This is an optimization exercise on Yosys and OpenROAD, whose aim is small area, a short achievable clock period and few clock cycles, not a production implementation.
The RTL was checked by simulation tests, not by an equivalence proof against the original design.
No driver is modelled on the clock port, so clock power and skew are understated where the tree is cut down; a real chip needs a root buffer or a tree.
Power and IR drop assume default switching activity.

==> inputs of v4 <==
==> flow/design.v <==
module hcid_tlcorr (
    input  wire [7:0] c,
    output wire [7:0] t
);
    wire [4:0] k    = c[4:0];
    wire [3:0] d    = c[3:0];
    wire lr   = (c[7:6] == 2'b01) && (k != 5'd0) && (k <= 5'd26);   
    wire lo   = lr && c[5];                                           
    wire dig  = (c[7:4] == 4'b0011) && (d <= 4'd9);                   
    wire is_l = (k == 5'd12);                                         
    wire d39  = dig && (d >= 4'd3);
    wire era    = !(lr || dig);
    wire letter = !d39;
    wire upper  = letter && !(lo && !is_l);
    wire [4:0] sl  = is_l ? 5'd8 : (k < 5'd12) ? k - 5'd1 : k - 5'd2;
    wire [4:0] sd  = (d == 4'd0) ? 5'd13 : (d == 4'd1) ? 5'd8 : (d == 4'd2) ? 5'd24 : {1'b0, d} + 5'd22;
    wire [4:0] sym = lr ? sl : dig ? sd : 5'd0;
    assign t = {era, upper, letter, sym};
endmodule
module hcid_decoder (
    input  wire         clk,
    input  wire         rst,
    input  wire         in_valid,
    output wire         in_ready,
    input  wire [7:0]   in_char,
    output wire         out_valid,
    input  wire         out_ready,
    output wire [23:0]  out_prefix,      
    output wire [319:0] out_cw,          
    output wire [39:0]  out_bera,        
    output reg  [5:0]   out_count,       
    output reg          out_case_lost,   
    output reg          out_eof          
);
    reg  [7:0] a_c;          
    reg        a_v;
    reg  [5:0] idx;          
    reg        ov;           
    reg        rdy;          
    reg        st_sh;        
    assign in_ready  = rdy;
    assign out_valid = ov;
    wire [7:0] a_t;          
    hcid_tlcorr u_tl (.c(a_c), .t(a_t));
    wire [4:0] sym    = a_t[4:0];
    wire       letter = a_t[5];
    wire       upper  = a_t[6];
    wire       era    = a_t[7];
    wire consume = a_v && !(ov && idx != 6'd0);
    wire accept  = in_valid && rdy;
    wire last    = (idx == 6'd62);
    wire [5:0] idx_n = consume ? (last ? 6'd0 : idx + 6'd1) : idx;
    wire ov_n   = (ov && !out_ready) || (consume && last);
    always @(posedge clk) begin
        if (accept) a_c <= in_char;
        if (rst) begin
            a_v <= 1'b0;
            idx <= 6'd0;
            ov  <= 1'b0;
            rdy <= 1'b1;
        end else begin
            a_v <= accept || (a_v && !consume);
            idx <= idx_n;
            ov  <= ov_n;
            rdy <= !(ov_n && idx_n != 6'd0);
        end
        st_sh <= !rst && (accept || (a_v && !consume)) && idx_n != 6'd0 && !ov_n;
    end
    reg  [309:0] st;
    reg  [4:0]   p;
    reg  [1:0]   t2;
    reg          mk;         
    reg  [35:0]  be;         
    wire [2:0] lb    = {idx[2] ^ idx[0], idx[1], idx[0]};
    wire       emit  = lb[2] | (lb[1] & lb[0]);
    wire       mk_in = (lb != 3'd0) && mk;
    wire       mk_b  = mk_in || era;         
    wire       cw_b  = (idx >= 6'd5);        
    wire       zap   = emit && cw_b && mk_b;
    reg  [11:0] wmask;       
    integer j;
    always @* begin
        for (j = 0; j < 12; j = j + 1)
            wmask[j] = zap && (j + 3 >= lb) && (j <= lb + 4);
    end
    wire [11:0] win = {st[1:0], p, sym} & ~wmask;
    always @(posedge clk) begin
        if (consume) begin
            p  <= win[4:0];
            mk <= emit ? (lb != 3'd3 && era) : mk_b;
        end
        if (st_sh)
            st <= {st[304:2], win[11:5]};
        if (consume && last)
            t2 <= win[4:3];
        if (consume && emit && cw_b)
            be <= {mk_b, be[35:1]};
    end
    reg  [3:0]  n;           
    reg         se;          
    reg  [31:0] cap;         
    reg  [3:0]  cbe;         
    reg  [2:0]  okr;         
    reg         zs, os;      
    reg         gz, go;      
    wire seg_start = (idx == 6'd3) || (idx == 6'd18) || (idx == 6'd33) || (idx == 6'd48);
    wire seg_end   = (idx == 6'd17) || (idx == 6'd32) || (idx == 6'd47) || last;
    wire [1:0] seg = (idx >= 6'd48) ? 2'd3 : (idx >= 6'd33) ? 2'd2 : (idx >= 6'd18) ? 2'd1 : 2'd0;
    wire in_seg    = (idx >= 6'd3);
    wire [3:0] n_in   = seg_start ? 4'd0 : n;
    wire       se_in  = seg_start ? 1'b0 : se;
    wire       take   = letter && !n_in[3];
    wire       se_out = se_in || era;
    wire       ok_out = (n_in[3] || (n_in[2:0] == 3'd7 && letter)) && !se_out;
    wire       zs_out = (seg_start || zs) && !(take && upper);
    wire       os_out = (seg_start || os) && !(take && !upper);
    wire [3:0] okv    = {ok_out, okr};
    wire       lost   = (gz && (zs_out || !ok_out)) || (go && (os_out || !ok_out));
    wire [3:0] cbe_f = {4{lost}} | ~okv | {3'b000, era};    
    integer g;
    always @(posedge clk) begin
        if (consume && in_seg) begin
            n  <= n_in + {3'd0, take};
            se <= se_out;
            zs <= zs_out;
            os <= os_out;
        end
        if (consume && idx == 6'd3) begin
            gz <= 1'b1;
            go <= 1'b1;
        end else if (consume && seg_end && !last && ok_out) begin
            gz <= gz && zs_out;
            go <= go && os_out;
        end
        for (g = 0; g < 4; g = g + 1) begin
            if (consume && last) begin
                if (cbe_f[g]) cap[8*g +: 8] <= 8'h00;
                else if (g == 3 && take) cap[8*g +: 8] <= {cap[8*g +: 7], upper};
            end else if (consume && in_seg && seg == g && take)
                cap[8*g +: 8] <= {cap[8*g +: 7], upper};
        end
        if (consume && seg_end && !last)
            okr[seg] <= ok_out;
        if (consume && last)
            cbe <= cbe_f;
    end
    wire       inc_b = emit && cw_b && mk_b;
    wire [2:0] npc   = {2'b00, ~okv[0] | era} + {2'b00, ~okv[1]} + {2'b00, ~okv[2]} + {2'b00, ~okv[3]};
    wire [2:0] ncap  = !last ? 3'd0 : lost ? 3'd4 : npc;
    wire [6:0] csum  = {out_count, inc_b} + {3'b000, ncap, inc_b};
    always @(posedge clk) begin
        if (consume) begin
            if (idx == 6'd1)
                out_count <= 6'd0;
            else
                out_count <= csum[6:1];
            if (last) begin
                out_case_lost <= lost;
                out_eof       <= |sym[2:0];
            end
        end
    end
    wire [311:0] full = {st, t2};
    genvar gj;
    generate
        for (gj = 0; gj < 39; gj = gj + 1) begin : g_full
            if (gj < 3) begin : g_p
                assign out_prefix[8*gj +: 8] = full[311 - 8*gj -: 8];
            end else begin : g_c
                assign out_cw[8*(gj-3) +: 8] = full[311 - 8*gj -: 8];
            end
        end
    endgenerate
    assign out_cw[319:288] = cap;
    assign out_bera   = {cbe, be};
endmodule
==> flow/flow/run.sh <==
#!/bin/bash
# Own layout flow: the standard ORFS flow (standard.sh, unchanged
# synthesis, floorplan, power grid, placement, routing), with three
# changes to how the layout is made:
#  - the port buffers that global placement inserts on every input and
#    output are sky130_fd_sc_hd__buf_1 instead of the cell buffer_ports
#    picks by itself (a 10 um2 delay buffer);
#  - clock tree synthesis clusters up to 30 flip-flops per clkbuf_16 leaf
#    buffer and inserts no dummy loads;
set -euo pipefail
export BUFFER_PORTS_ARGS="-buffer_cell sky130_fd_sc_hd__buf_1"
export CTS_ARGS="-sink_clustering_enable -repair_clock_nets -sink_clustering_size 30 -sink_clustering_max_diameter 100 -buf_list sky130_fd_sc_hd__clkbuf_16 -dont_use_dummy_load"
export POST_CTS_TCL="$PWD/flow/flat_clock.tcl"
bash standard.sh BUFFER_PORTS_ARGS="$BUFFER_PORTS_ARGS" CTS_ARGS="$CTS_ARGS" POST_CTS_TCL="$POST_CTS_TCL" finish > orfs_flow.log 2>&1
==> flow/flow/flat_clock.tcl <==
# POST_CTS hook: reshape the clock tree into two levels. Every clock buffer
# driven by the root buffer hands its loads to the root buffer's net and is
# removed, so the leaf buffers hang directly off the root; then the leaf
# buffers are split by position into four groups and each group gets a root
# buffer of its own, all driven by the clock port (4 port loads).
# Every flip-flop sees the same two buffers between it and the clock port.
set block [ord::get_db_block]
set clk_net [$block findNet clk]
set root ""
foreach it [$clk_net getITerms] {
  if {[[$it getMTerm] getName] eq "A"} { set root [$it getInst] }
}
if {$root eq ""} { error "flat_clock: no root clock buffer" }
set root_net [[$root findITerm X] getNet]
puts "flat_clock: root [$root getName] drives [$root_net getName]"
set removed 0
foreach it [$root_net getITerms] {
  set inst [$it getInst]
  if {$inst eq $root} continue
  set master [[$inst getMaster] getName]
  if {![string match "sky130_fd_sc_hd__clkbuf_*" $master]} continue
  set onet [[$inst findITerm X] getNet]
  foreach lt [$onet getITerms] {
    if {[$lt getInst] eq $inst} continue
    $lt disconnect
    $lt connect $root_net
  }
  $it disconnect
  [$inst findITerm X] disconnect
  odb::dbInst_destroy $inst
  odb::dbNet_destroy $onet
  incr removed
}
puts "flat_clock: removed $removed middle-level clock buffers"

# split the leaves into four groups: halves by x, then each half by y
set loads {}
foreach it [$root_net getITerms] {
  if {[$it getInst] eq $root} continue
  set loc [[$it getInst] getLocation]
  lappend loads [list [lindex $loc 0] [lindex $loc 1] $it]
}
proc halves {g idx} {
  set g [lsort -integer -index $idx $g]
  set h [expr {[llength $g] / 2}]
  return [list [lrange $g 0 [expr {$h - 1}]] [lrange $g $h end]]
}
proc centroid {g} {
  set sx 0; set sy 0
  foreach e $g { set sx [expr {$sx + [lindex $e 0]}]; set sy [expr {$sy + [lindex $e 1]}] }
  return [list [expr {$sx / [llength $g]}] [expr {$sy / [llength $g]}]]
}
set groups {}
foreach hx [halves $loads 0] {
  foreach hy [halves $hx 1] { lappend groups $hy }
}
set master [$root getMaster]
set k 0
foreach g $groups {
  if {$k == 0} {
    set buf $root
  } else {
    set buf [odb::dbInst_create $block $master "clkbuf_0_${k}_clk"]
    set net [odb::dbNet_create $block "clknet_0_${k}_clk"]
    $net setSigType CLOCK
    [$buf findITerm A] connect $clk_net
    [$buf findITerm X] connect $net
    foreach e $g {
      set it [lindex $e 2]
      $it disconnect
      $it connect $net
    }
  }
  set c [centroid $g]
  $buf setLocation [lindex $c 0] [lindex $c 1]
  $buf setPlacementStatus PLACED
  puts "flat_clock: [llength $g] leaves on [$buf getName]"
  incr k
}
detailed_placement
check_placement -verbose
estimate_parasitics -placement
report_clock_skew
==> flow/standard.sh <==
#!/bin/bash
# synth_recipe.tcl (not shown) runs the flow's synth.tcl, then flattens the netlist and writes it again
# the make line also repeats each setting of config.mk as NAME=value (left out here)
make -C /OpenROAD-flow-scripts/flow DESIGN_CONFIG=/design/flow/config.mk WORK_HOME=/design/flow/orfs CLKGATE_MAP_FILE= SYNTH_SCRIPT=/design/flow/synth_recipe.tcl "${@:-finish}"
==> flow/config.mk <==
export PLATFORM = sky130hd
export DESIGN_NAME = hcid_decoder
export DESIGN_NICKNAME = hcid_decoder
export VERILOG_FILES = /design/flow/design.v
export SDC_FILE = /design/flow/constraint.sdc
export NUM_CORES = 4
export LEC_CHECK = 0
export CAP_MARGIN = 20
export CORE_MARGIN = 2
export CORE_UTILIZATION = 60
export SLEW_MARGIN = 20
==> flow/constraint.sdc <==
create_clock -name core_clock -period 18.0 [get_ports {clk}]
set_input_delay 3.6000 -clock core_clock [delete_from_list [all_inputs] [get_ports {clk}]]
set_output_delay 3.6000 -clock core_clock [all_outputs]
set_load 0.01 [all_outputs]
==> v28 (differences from v4) <==
==> flow/design.v, changed modules only <==
module hcid_decoder (
    input  wire         clk,
    input  wire         rst,
    input  wire         in_valid,
    output wire         in_ready,
    input  wire [7:0]   in_char,
    output wire         out_valid,
    input  wire         out_ready,
    output wire [23:0]  out_prefix,      
    output wire [319:0] out_cw,          
    output wire [39:0]  out_bera,        
    output reg  [5:0]   out_count,       
    output reg          out_case_lost,   
    output reg          out_eof          
);
    reg  [7:0] a_c;          
    reg        a_v;
    reg  [5:0] idx;          
    reg        ov;           
    reg        rdy;          
    assign in_ready  = rdy;
    assign out_valid = ov;
    wire [7:0] a_t;          
    hcid_tlcorr u_tl (.c(a_c), .t(a_t));
    wire [4:0] sym    = a_t[4:0];
    wire       letter = a_t[5];
    wire       upper  = a_t[6];
    wire       era    = a_t[7];
    wire consume = a_v && !(ov && idx != 6'd0);
    wire accept  = in_valid && rdy;
    wire last    = (idx == 6'd62);
    wire [5:0] idx_n = consume ? (last ? 6'd0 : idx + 6'd1) : idx;
    wire ov_n   = (ov && !out_ready) || (consume && last);
    always @(posedge clk) begin
        if (accept) a_c <= in_char;
        if (rst) begin
            a_v <= 1'b0;
            idx <= 6'd0;
            ov  <= 1'b0;
            rdy <= 1'b1;
        end else begin
            a_v <= accept || (a_v && !consume);
            idx <= idx_n;
            ov  <= ov_n;
            rdy <= !(ov_n && idx_n != 6'd0);
        end
    end
    reg  [309:0] st;
    reg  [4:0]   p;
    reg  [1:0]   t2;
    reg          mk;         
    reg  [35:0]  be;         
    wire [2:0] lb    = {idx[2] ^ idx[0], idx[1], idx[0]};
    wire       emit  = lb[2] | (lb[1] & lb[0]);
    wire       mk_in = (lb != 3'd0) && mk;
    wire       mk_b  = mk_in || era;         
    wire       cw_b  = (idx >= 6'd5);        
    wire       zap   = emit && cw_b && mk_b;
    reg  [11:0] wmask;       
    integer j;
    always @* begin
        for (j = 0; j < 12; j = j + 1)
            wmask[j] = zap && (j + 3 >= lb) && (j <= lb + 4);
    end
    wire [11:0] win = {st[1:0], p, sym} & ~wmask;
    always @(posedge clk) begin
        if (consume) begin
            p  <= win[4:0];
            mk <= emit ? (lb != 3'd3 && era) : mk_b;
        end
        if (consume && idx != 6'd0)
            st <= {st[304:2], win[11:5]};
        if (consume && last)
            t2 <= win[4:3];
        if (consume && emit && cw_b)
            be <= {mk_b, be[35:1]};
    end
    reg  [3:0]  n;           
    reg         se;          
    reg  [31:0] cap;         
    reg  [3:0]  cbe;         
    wire seg_start = (idx == 6'd3) || (idx == 6'd18) || (idx == 6'd33) || (idx == 6'd48);
    wire seg_end   = (idx == 6'd17) || (idx == 6'd32) || (idx == 6'd47) || last;
    wire [1:0] seg = (idx >= 6'd48) ? 2'd3 : (idx >= 6'd33) ? 2'd2 : (idx >= 6'd18) ? 2'd1 : 2'd0;
    wire in_seg    = (idx >= 6'd3);
    wire [3:0] n_in   = seg_start ? 4'd0 : n;
    wire       se_in  = seg_start ? 1'b0 : se;
    wire       take   = letter && !n_in[3];
    wire       se_out = se_in || era;
    wire       ok_out = (n_in[3] || (n_in[2:0] == 3'd7 && letter)) && !se_out;
    wire z7 = (cap[30:24] == 7'h00);
    wire o7 = (cap[30:24] == 7'h7F);
    wire z3 = take ? (z7 && !upper) : (z7 && !cap[31]);
    wire o3 = take ? (o7 && upper)  : (o7 && cap[31]);
    wire [3:0] okv = {ok_out, ~cbe[2:0]};
    wire [3:0] zv  = {z3, cap[23:16] == 8'h00, cap[15:8] == 8'h00, cap[7:0] == 8'h00};
    wire [3:0] ov1 = {o3, cap[23:16] == 8'hFF, cap[15:8] == 8'hFF, cap[7:0] == 8'hFF};
    wire       lost  = (&(zv | ~okv)) || (&(ov1 | ~okv));
    wire [3:0] cbe_f = {4{lost}} | ~okv | {3'b000, era};    
    integer g;
    always @(posedge clk) begin
        if (consume && in_seg) begin
            n  <= n_in + {3'd0, take};
            se <= se_out;
        end
        for (g = 0; g < 4; g = g + 1) begin
            if (consume && last) begin
                if (cbe_f[g]) cap[8*g +: 8] <= 8'h00;
                else if (g == 3 && take) cap[8*g +: 8] <= {cap[8*g +: 7], upper};
            end else if (consume && in_seg && seg == g && take)
                cap[8*g +: 8] <= {cap[8*g +: 7], upper};
        end
        if (consume && seg_end) begin
            if (last) cbe <= cbe_f;
            else cbe[seg] <= !ok_out;
        end
    end
    wire       inc_b = emit && cw_b && mk_b;
    wire [2:0] npc   = {2'b00, ~okv[0] | era} + {2'b00, ~okv[1]} + {2'b00, ~okv[2]} + {2'b00, ~okv[3]};
    wire [2:0] ncap  = !last ? 3'd0 : lost ? 3'd4 : npc;
    wire [6:0] csum  = {out_count, inc_b} + {3'b000, ncap, inc_b};
    always @(posedge clk) begin
        if (consume) begin
            if (idx == 6'd1)
                out_count <= 6'd0;
            else
                out_count <= csum[6:1];
            if (last) begin
                out_case_lost <= lost;
                out_eof       <= |sym[2:0];
            end
        end
    end
    wire [311:0] full = {st, t2};
    genvar gj;
    generate
        for (gj = 0; gj < 39; gj = gj + 1) begin : g_full
            if (gj < 3) begin : g_p
                assign out_prefix[8*gj +: 8] = full[311 - 8*gj -: 8];
            end else begin : g_c
                assign out_cw[8*(gj-3) +: 8] = full[311 - 8*gj -: 8];
            end
        end
    endgenerate
    assign out_cw[319:288] = cap;
    assign out_bera   = {cbe, be};
endmodule
==> flow/flow/run.sh (replaced) <==
#!/bin/bash
# Own layout flow: the standard ORFS flow, with the port buffers that
# global placement inserts made from sky130_fd_sc_hd__buf_1 instead of the
# cell buffer_ports picks by itself. Everything else is the standard flow.
set -euo pipefail
export BUFFER_PORTS_ARGS="-buffer_cell sky130_fd_sc_hd__buf_1"
bash standard.sh BUFFER_PORTS_ARGS="$BUFFER_PORTS_ARGS" finish > orfs_flow.log 2>&1
--- a/flow/config.mk
+++ b/flow/config.mk
@@ -9,3 +9,6 @@
 export CORE_MARGIN = 2
 export CORE_UTILIZATION = 60
+export CTS_BUF_LIST = sky130_fd_sc_hd__clkbuf_8
+export CTS_CLUSTER_DIAMETER = 55
+export CTS_CLUSTER_SIZE = 16
 export SLEW_MARGIN = 20
removed: flow/flow/flat_clock.tcl
==> notes <==
v28 finished clean. v4 finished clean.
Against v28, the clock skew of v4 is higher by 62 ps.
Between v28 and v4, the lower register-to-register slack is in v28 (gap 110 ps).
Between v28 and v4, the lower core utilization is in v4 (gap 0.25 points).
In v4 the combinational power is larger than in v28, by about 33%.
In v28 the synthesized cell count is larger than in v4, by about 1.6%.
==> figures <==
Status: v28 no timing/DRC/antenna violations; v4 no timing/DRC/antenna violations
Multi-input logic area: v28 2030 sq um; v4 1880 sq um
Routed wl met2: v28 14500 microns; v4 15400 microns
Fraction of area in multi-input gates: v28 11.8%; v4 11.0%
Global-route wire length before repair: v28 43900 microns; v4 45200 microns
First-pass detailed-route iteration total: v28 5; v4 6
Height of the die: v28 160 microns; v4 161 microns
Proportion of layout cells with a drive suffix above 1: v28 4.47%; v4 3.45%
Clock slew at the register clock pins of the worst setup and hold paths: v28 100 ps; v4 110 ps
Endpoint of the worst register-to-register path: v28 out_count[5]; v4 out_count[4]
Worst vdd rail ir drop: v28 0.0603 mV; v4 0.0848 mV
Vias in the first global route: v28 7540; v4 7325
Testbench counts of v4, summed over its fixed seeds: cycles 75,624.
Testbench counts of v28, summed over its fixed seeds: cycles 75,624.

[static timing again, ports no longer ideal]
The flow's constraints put no driver on any port. The routed layouts listed below were extracted and timed again, unchanged, in two steps.
Step 1: set_driving_cell puts a clkbuf_16 on clk and a buf_2 on each other input, an assumption about the parent block.
Step 2 times the ports against the registers' clock, not the clock port: input delays grow and output delays shrink by t, the midpoint of the rising clock arrivals with the driver on.
a / b / c = no drivers / after step 1 / after step 2; a / b = the first two.
| run | shift t [ns] | slack for setup (ns) | worst register clock-pin slew, ns |
|---|---|---|---|
| v4 | 0.402 | 13.346 / 13.243 / 13.442 | 0.11 / 0.11 |
| v28 | 0.631 | 13.051 / 13.006 / 13.329 | 0.10 / 0.10 |
After both steps setup and hold are still met in every run listed.
